What follows belongs to an exercise in optimizing a design on an open flow for small area; a production flow would make more cautious choices.
In this exercise RTL edits were held to simulation tests only and were not proved equivalent to the original.
Power figures rest on the tool's default switching activity, not on a simulated workload.

==> cedar: inputs <==
## segblk
module segblk (
    input  wire         clk,
    input  wire         rst,           
    input  wire         cmd_valid,
    input  wire [31:0]  cmd,
    input  wire [15:0]  cnt_i,         
    input  wire         btn_i,         
    input  wire [3:0]   enc_digit_i,   
    input  wire [5:0]   obs_addr_i,    
    output wire [159:0] bank_o,        
    output wire         cmd_ready_o,
    output wire         blink_evt_o,
    output wire         btn_evt_o,
    output wire         ill_o,
    output wire [15:0]  enc_code_o,
    output wire         enc_valid_o,
    output reg  [7:0]   obs_data_o
);
    reg [95:0]  disp_q;        
    reg         blink_bit_q;   
    reg         btn_bit_q;     
    reg [15:0]  tick_last_q;
    reg [31:0]  tick_acc_q;
    reg         btn_held_q;
    reg         blink_evt_q;
    reg         btn_evt_q;
    reg [1:0]   ill_cause_q;
    wire ill_q = ill_cause_q[1] | ill_cause_q[0];
    reg [15:0] enc_code;
    reg        enc_valid;
    always @* begin
        enc_valid = 1'b1;
        case (enc_digit_i)
            4'd0:    enc_code = 16'h5559;
            4'd1:    enc_code = 16'h0118;
            4'd2:    enc_code = 16'h1E11;
            4'd3:    enc_code = 16'h1B11;
            4'd4:    enc_code = 16'h0B50;
            4'd5:    enc_code = 16'h1B41;
            4'd6:    enc_code = 16'h1F41;
            4'd7:    enc_code = 16'h0111;
            4'd8:    enc_code = 16'h1F51;
            4'd9:    enc_code = 16'h1B51;
            4'd15:   enc_code = 16'h0000;
            default: begin
                enc_code  = 16'h0000;
                enc_valid = 1'b0;
            end
        endcase
    end
    assign enc_code_o  = enc_code;
    assign enc_valid_o = enc_valid;
    wire [3:0] op  = cmd[31:28];
    wire [2:0] pos = cmd[26:24];
    wire [3:0] dig = cmd[19:16];
    wire nz_ra   = cmd[27];
    wire nz_pos  = |cmd[26:24];
    wire nz_rb   = |cmd[23:20];
  ...
export LEC_CHECK = 0
export ABC_AREA = 1
export CAP_MARGIN = 20
export CORE_MARGIN = 2
export CORE_UTILIZATION = 55
export GPL_TIMING_DRIVEN = 0
export SLEW_MARGIN = 20
create_clock -name core_clock -period 6.0 [get_ports {clk}]
standard.sh (not shown) runs the stock make flow with config.mk's settings and CLKGATE_MAP_FILE= SYNTH_SCRIPT=/design/flow/synth_recipe.tcl, a recipe that flattens the netlist after the stock synthesis.
==> flow/flow/run.sh <==
#!/bin/bash
# Standard layout (standard.sh) with these changes:
#  - synthesis keeps the combinational ticker module (segblk_tick) apart
#    while mapping, and maps each module with its own area-oriented ABC
#    script (flow/synth.tcl, flow/tick.abc, flow/rest.abc), without the
#    full-adder cell extraction (ADDER_MAP_FILE empty); the result is
#    flattened as in synth_recipe.tcl, so the registers and their names are
#    the standard synthesis's;
#  - port buffers use the smallest buffer cell instead of the resizer's
#    default pick (a delay cell);
#  - buffers left by synthesis are removed at floorplan, as the default
#    timing-driven placement would do;
#  - the clock tree uses clkbuf_8 cells and no dummy loads.
set -euo pipefail
here=$(pwd)
export FLOW_ABC_TICK=$here/flow/tick.abc
export FLOW_ABC_REST=$here/flow/rest.abc
export SYNTH_HIERARCHICAL=1
export ADDER_MAP_FILE=
export BUFFER_PORTS_ARGS="-buffer_cell sky130_fd_sc_hd__buf_1"
export REMOVE_ABC_BUFFERS=1
export CTS_ARGS="-sink_clustering_enable -repair_clock_nets -buf_list sky130_fd_sc_hd__clkbuf_8 -sink_clustering_size 30 -sink_clustering_max_diameter 120 -dont_use_dummy_load"
sed "s#SYNTH_SCRIPT=[^ ]*#SYNTH_SCRIPT=$here/flow/synth.tcl#" standard.sh > own_standard.sh
bash own_standard.sh > standard_flow.log 2>&1
==> flow/flow/rest.abc <==
strash
&get -n
&deepsyn -T 0 -J 20
&put
strash
&get -n
&st
&dch -f
&nf -R 1000
&put
strash
&get -n
&st
&dch -f
&nf -R 1000
&put
topo
==> flow/flow/synth.tcl <==
# The standard synthesis script (synth_recipe.tcl), with the ABC script
# chosen per module: flow/tick.abc for the ticker arithmetic (segblk_tick,
# timing-critical) and flow/rest.abc for the top module. The same Yosys
# steps, register mapping, flattening and renaming as synth_recipe.tcl; only
# the combinational cell mapping differs.
proc synth {args} { yosys synth -nofsm -noshare {*}$args }
proc abc {args} {
  set i [lsearch -exact $args -script]
  set at [lreplace $args [expr {$i+1}] [expr {$i+1}] $::env(FLOW_ABC_TICK)]
  set ar [lreplace $args [expr {$i+1}] [expr {$i+1}] $::env(FLOW_ABC_REST)]
  yosys abc {*}$at segblk_tick
  yosys abc {*}$ar segblk
}
source $::env(SCRIPTS_DIR)/synth.tcl
# left out here: clear keep_hierarchy, flatten, clean up, hide names made inside functions, write 1_2_yosys.v
==> flow/flow/tick.abc <==
strash
&get -n
&st
&dch -f
&nf -R 1000
&put
strash
&get -n
&st
&dch -f
&nf -R 1000
&put
strash
&get -n
&st
&dch -f
&nf -R 1000
&put
topo
==> xenon (differences from cedar) <==
--- a/flow/design.v
+++ b/flow/design.v
@@ -90,113 +90,32 @@
             4'd6:    seg = 16'h1F41;
             4'd7:    seg = 16'h0111;
             4'd8:    seg = 16'h1F51;
             4'd9:    seg = 16'h1B51;
             default: seg = 16'h0000;
         endcase
     end
     wire [15:0] wr_code = (op_wrd ? seg : 16'h0000) | cmd[15:0];
+    wire [15:0] wr_data = wr_code & {16{~rst}};
     wire [5:0] wr_p, hold_p;
     genvar gp, gi;
     generate
         for (gp = 0; gp < 6; gp = gp + 1) begin : g_pos
             wire sel = do_disp & (pos == gp);
-            assign wr_p[gp]   = ~rst & sel;
+            assign wr_p[gp]   = rst | sel;
             assign hold_p[gp] = ~rst & ~sel;
             for (gi = 0; gi < 4; gi = gi + 1) begin : g_nib
                 always @(posedge clk)
                     disp_q[4*(6*gi+gp) +: 4] <=
-                        ({4{wr_p[gp]}} & wr_code[4*gi +: 4]) |
+                        ({4{wr_p[gp] & ~rst}} & wr_data[4*gi +: 4]) |
                         ({4{hold_p[gp]}} & disp_q[4*(6*gi+gp) +: 4]);
             end
         end
     endgenerate
-    wire [31:0] acc_d;
-    wire        fire;
-    segblk_tick u_tick (
-        .rst         (rst),
-        .do_blink    (do_blink),
-        .cnt_i       (cnt_i),
-        .tick_last_q (tick_last_q),
-        .tick_acc_q  (tick_acc_q),
-        .acc_d       (acc_d),
-        .fire        (fire)
-    );
-    wire blk_wr   = do_blink & ~rst;
-    wire blk_hold = ~do_blink & ~rst;
-    wire btn_fire = do_btn & btn_i & btn_held_q;
-    always @(posedge clk) begin
-        tick_last_q <= ({16{blk_wr}} & cnt_i) | ({16{blk_hold}} & tick_last_q);
-        tick_acc_q  <= acc_d;
-        blink_bit_q <= ~rst & (blink_bit_q ^ fire);
-        btn_bit_q   <= ~rst & (btn_bit_q ^ btn_fire);
-        blink_evt_q <= ~rst & fire;
-        btn_evt_q   <= ~rst & btn_fire;
-        btn_held_q  <= ~rst & (do_btn ? ~btn_i : btn_held_q);
-        if (rst)
-            ill_cause_q <= 2'd0;
-        else if (cmd_valid & ~ill_q)
-            ill_cause_q <= cause;
-    end
-    wire [7:0] bank [0:19];
-    generate
-        for (gi = 0; gi < 4; gi = gi + 1) begin : g_bank
-            assign bank[5*gi+0] = {disp_q[4*(6*gi+1) +: 4], disp_q[4*(6*gi+0) +: 4]};
-            assign bank[5*gi+1] = {disp_q[4*(6*gi+3) +: 4], disp_q[4*(6*gi+2) +: 4]};
-            assign bank[5*gi+2] = {disp_q[4*(6*gi+5) +: 4], disp_q[4*(6*gi+4) +: 4]};
-            assign bank[5*gi+3] = (gi == 0) ? {7'd0, blink_bit_q} : 8'd0;
-            assign bank[5*gi+4] = 8'd0;
-        end
-        for (gi = 0; gi < 20; gi = gi + 1) begin : g_bo
-            assign bank_o[8*gi +: 8] = (gi == 8) ? {7'd0, btn_bit_q} : bank[gi];
-        end
-    endgenerate
-    assign cmd_ready_o = 1'b1;
-    assign blink_evt_o = blink_evt_q;
-    assign btn_evt_o   = btn_evt_q;
-    assign ill_o       = ill_q;
-    wire [7:0] status = {2'b00, btn_evt_q, blink_evt_q, btn_held_q, ill_cause_q, ill_q};
-    always @* begin
-        case (obs_addr_i)
-            6'h00: obs_data_o = bank_o[  7:  0];
-            6'h01: obs_data_o = bank_o[ 15:  8];
-            6'h02: obs_data_o = bank_o[ 23: 16];
-            6'h03: obs_data_o = bank_o[ 31: 24];
-            6'h05: obs_data_o = bank_o[ 47: 40];
-            6'h06: obs_data_o = bank_o[ 55: 48];
-            6'h07: obs_data_o = bank_o[ 63: 56];
-            6'h08: obs_data_o = bank_o[ 71: 64];
-            6'h0A: obs_data_o = bank_o[ 87: 80];
-            6'h0B: obs_data_o = bank_o[ 95: 88];
-            6'h0C: obs_data_o = bank_o[103: 96];
-            6'h0F: obs_data_o = bank_o[127:120];
-            6'h10: obs_data_o = bank_o[135:128];
-            6'h11: obs_data_o = bank_o[143:136];
-            6'h14: obs_data_o = tick_last_q[7:0];
-            6'h15: obs_data_o = tick_last_q[15:8];
-            6'h18: obs_data_o = tick_acc_q[7:0];
-            6'h19: obs_data_o = tick_acc_q[15:8];
-            6'h1A: obs_data_o = tick_acc_q[23:16];
-            6'h1B: obs_data_o = tick_acc_q[31:24];
-            6'h1C: obs_data_o = status;
-            default: obs_data_o = 8'h00;
-        endcase
-    end
-endmodule
-module segblk_tick (
-    input  wire        rst,
-    input  wire        do_blink,
-    input  wire [15:0] cnt_i,
-    input  wire [15:0] tick_last_q,
-    input  wire [31:0] tick_acc_q,
-    output wire [31:0] acc_d,
-    output wire        fire
-);
-    genvar gi;
     wire [15:0] ta = tick_acc_q[15:0];
     wire [15:0] tc = cnt_i;
     wire [15:0] tl = ~tick_last_q;
     wire [15:0] u  = ta ^ tc ^ tl;
     wire [16:0] w  = {(ta & tc) | (ta & tl) | (tc & tl), 1'b1};
     wire [15:0] pg = u & w[15:0];
     wire [15:0] pp = u ^ w[15:0];
     wire g10 = pg[1]  | (pp[1]  & pg[0]);
@@ -265,17 +184,17 @@
     assign zp[7] = 1'b1;
     generate
         for (gi = 7; gi < 16; gi = gi + 1) begin : g_zp
             assign zp[gi+1] = ~|a[gi:7];
         end
     endgenerate
     wire lo_ge    = a[6] & a[5] & (a[4] | a[3] | a[2]);
     wire fire_raw = hi_nz | ~zp[16] | lo_ge;
-    assign fire   = do_blink & fire_raw;
+    wire fire     = do_blink & fire_raw;
     wire t1 = ~a[2];
     wire t2 = ~a[2] & ~a[3];
     wire b3 = t2 & ~a[4];
     wire t3 = ~b3;
     wire t4 = a[5] & ~b3;
     wire gb = fire_raw & ~lo_ge;
     wire [15:0] lo_next;
     assign lo_next[1:0] = a[1:0];
@@ -295,11 +214,68 @@
     wire inc = blk_wr & c16 & ~g16;
     wire dec = blk_wr & g16 & ~c16;
     wire [15:0] hi_next;
     generate
         for (gi = 0; gi < 16; gi = gi + 1) begin : g_hi
             assign hi_next[gi] = tick_acc_q[16+gi] ^ ((inc & ones[gi]) | (dec & zeros[gi]));
         end
     endgenerate
-    assign acc_d = {hi_next & {16{~rst}},
-                    ({16{blk_wr}} & lo_next) | ({16{blk_hold}} & tick_acc_q[15:0])};
+    wire btn_fire = do_btn & btn_i & btn_held_q;
+    always @(posedge clk) begin
+        tick_last_q <= ({16{blk_wr}} & cnt_i) | ({16{blk_hold}} & tick_last_q);
+        tick_acc_q  <= {hi_next & {16{~rst}},
+                        ({16{blk_wr}} & lo_next) | ({16{blk_hold}} & tick_acc_q[15:0])};
+        blink_bit_q <= ~rst & (blink_bit_q ^ fire);
+        btn_bit_q   <= ~rst & (btn_bit_q ^ btn_fire);
+        blink_evt_q <= ~rst & fire;
+        btn_evt_q   <= ~rst & btn_fire;
+        btn_held_q  <= ~rst & (do_btn ? ~btn_i : btn_held_q);
+        if (rst)
+            ill_cause_q <= 2'd0;
+        else if (cmd_valid & ~ill_q)
+            ill_cause_q <= cause;
+    end
+    wire [7:0] bank [0:19];
+    generate
+        for (gi = 0; gi < 4; gi = gi + 1) begin : g_bank
+            assign bank[5*gi+0] = {disp_q[4*(6*gi+1) +: 4], disp_q[4*(6*gi+0) +: 4]};
+            assign bank[5*gi+1] = {disp_q[4*(6*gi+3) +: 4], disp_q[4*(6*gi+2) +: 4]};
+            assign bank[5*gi+2] = {disp_q[4*(6*gi+5) +: 4], disp_q[4*(6*gi+4) +: 4]};
+            assign bank[5*gi+3] = (gi == 0) ? {7'd0, blink_bit_q} : 8'd0;
+            assign bank[5*gi+4] = 8'd0;
+        end
+        for (gi = 0; gi < 20; gi = gi + 1) begin : g_bo
+            assign bank_o[8*gi +: 8] = (gi == 8) ? {7'd0, btn_bit_q} : bank[gi];
+        end
+    endgenerate
+    assign cmd_ready_o = 1'b1;
+    assign blink_evt_o = blink_evt_q;
+    assign btn_evt_o   = btn_evt_q;
+    assign ill_o       = ill_q;
+    wire [7:0] status = {2'b00, btn_evt_q, blink_evt_q, btn_held_q, ill_cause_q, ill_q};
+    always @* begin
+        case (obs_addr_i)
+            6'h00: obs_data_o = bank_o[  7:  0];
+            6'h01: obs_data_o = bank_o[ 15:  8];
+            6'h02: obs_data_o = bank_o[ 23: 16];
+            6'h03: obs_data_o = bank_o[ 31: 24];
+            6'h05: obs_data_o = bank_o[ 47: 40];
+            6'h06: obs_data_o = bank_o[ 55: 48];
+            6'h07: obs_data_o = bank_o[ 63: 56];
+            6'h08: obs_data_o = bank_o[ 71: 64];
+            6'h0A: obs_data_o = bank_o[ 87: 80];
+            6'h0B: obs_data_o = bank_o[ 95: 88];
+            6'h0C: obs_data_o = bank_o[103: 96];
+            6'h0F: obs_data_o = bank_o[127:120];
+            6'h10: obs_data_o = bank_o[135:128];
+            6'h11: obs_data_o = bank_o[143:136];
+            6'h14: obs_data_o = tick_last_q[7:0];
+            6'h15: obs_data_o = tick_last_q[15:8];
+            6'h18: obs_data_o = tick_acc_q[7:0];
+            6'h19: obs_data_o = tick_acc_q[15:8];
+            6'h1A: obs_data_o = tick_acc_q[23:16];
+            6'h1B: obs_data_o = tick_acc_q[31:24];
+            6'h1C: obs_data_o = status;
+            default: obs_data_o = 8'h00;
+        endcase
+    end
 endmodule
==> flow/run.sh (new file) <==
#!/bin/bash
# synth_recipe.tcl (not shown) runs the flow's synth.tcl, then flattens the netlist and writes it again
# the make line also repeats each setting of config.mk as NAME=value (left out here)
make -C /OpenROAD-flow-scripts/flow DESIGN_CONFIG=/design/flow/config.mk WORK_HOME=/design/flow/orfs CLKGATE_MAP_FILE= SYNTH_SCRIPT=/design/flow/synth_recipe.tcl finish
Settings changed: CORE_UTILIZATION 55 to 40.
removed: flow/flow/run.sh
removed: flow/flow/rest.abc
removed: flow/flow/synth.tcl
removed: flow/flow/tick.abc
removed: flow/standard.sh
==> comparison table <==
Library cell contributing the largest single delay on the critical path: cedar or3_1; xenon fa_1
Area of the die: cedar 0.0155 mm2; xenon 0.0253 mm2
Post-CTS Setup Inserts: cedar 3; xenon 0
Clk tree area frac: cedar 0.0259; xenon 0.0489
Synthesized-area fraction occupied by ao, oa, aoi and oai cells: cedar 0.230; xenon 0.182
Iteration-0 DRC count of the detailed router: cedar 901; xenon 877
Share of synthesized area spent on multiplexers: cedar 0.00125; xenon 0
Floorplan Core Area: cedar 0.0144 mm2; xenon 0.0235 mm2
Setup slack after placement: cedar -1.24 ns; xenon -0.170 ns
Period utilization: cedar 0.930; xenon 0.913
Post_cts resized: cedar 11; xenon 0
Total wirelength of the detailed-routed design: cedar 28.0 mm; xenon 34.5 mm
Final Non-Filler Cells: cedar 1378; xenon 1953
Clock slew at the register clock pins of the worst setup and hold paths: cedar 0.07 ns; xenon 0.08 ns
Result of the run: cedar complete, no violations; xenon complete, no violations
Top cell type's share of synthesized area: cedar 0.379; xenon 0.314
Max power group: cedar registers; xenon the clock network
Fill cell instance count of the final layout: cedar 1365; xenon 2331
Buffer count excluding the clock tree in the final layout: cedar 189; xenon 285
Pwr per Cell Area: cedar 205 mW/mm2; xenon 197 mW/mm2
Clock root buffer: cedar clkbuf_8; xenon clkbuf_16

[re-timing with driven ports]
The flow's constraints put no driver on any port. The routed layouts listed below were extracted and timed again, unchanged, in two steps. Step 1, drivers: a clkbuf_16 drives clk and a buf_2 each remaining input, both assumed. Step 2, shift: input delay + t, output delay - t, t = (earliest + latest rising clock arrival at the registers) / 2. This alone moves slack from input paths to output paths. Slacks: ideal / step 1 / step 2; pairs: ideal / step 1.
| run | t (ns) | setup WS [ns] | hold WS [ns] |
|---|---|---|---|
| cedar | 0.494 | 0.422 / 0.440 / -0.054 | 0.491 / 0.491 / 0.491 |
| xenon | 0.488 | 0.523 / 0.545 / 0.057 | 0.464 / 0.464 / 0.464 |
With both steps, setup timing fails in cedar, where it was met with ideal ports. The setup slack of cedar, which loses most, moves by +0.018 ns with the drivers and by -0.476 ns with both steps.
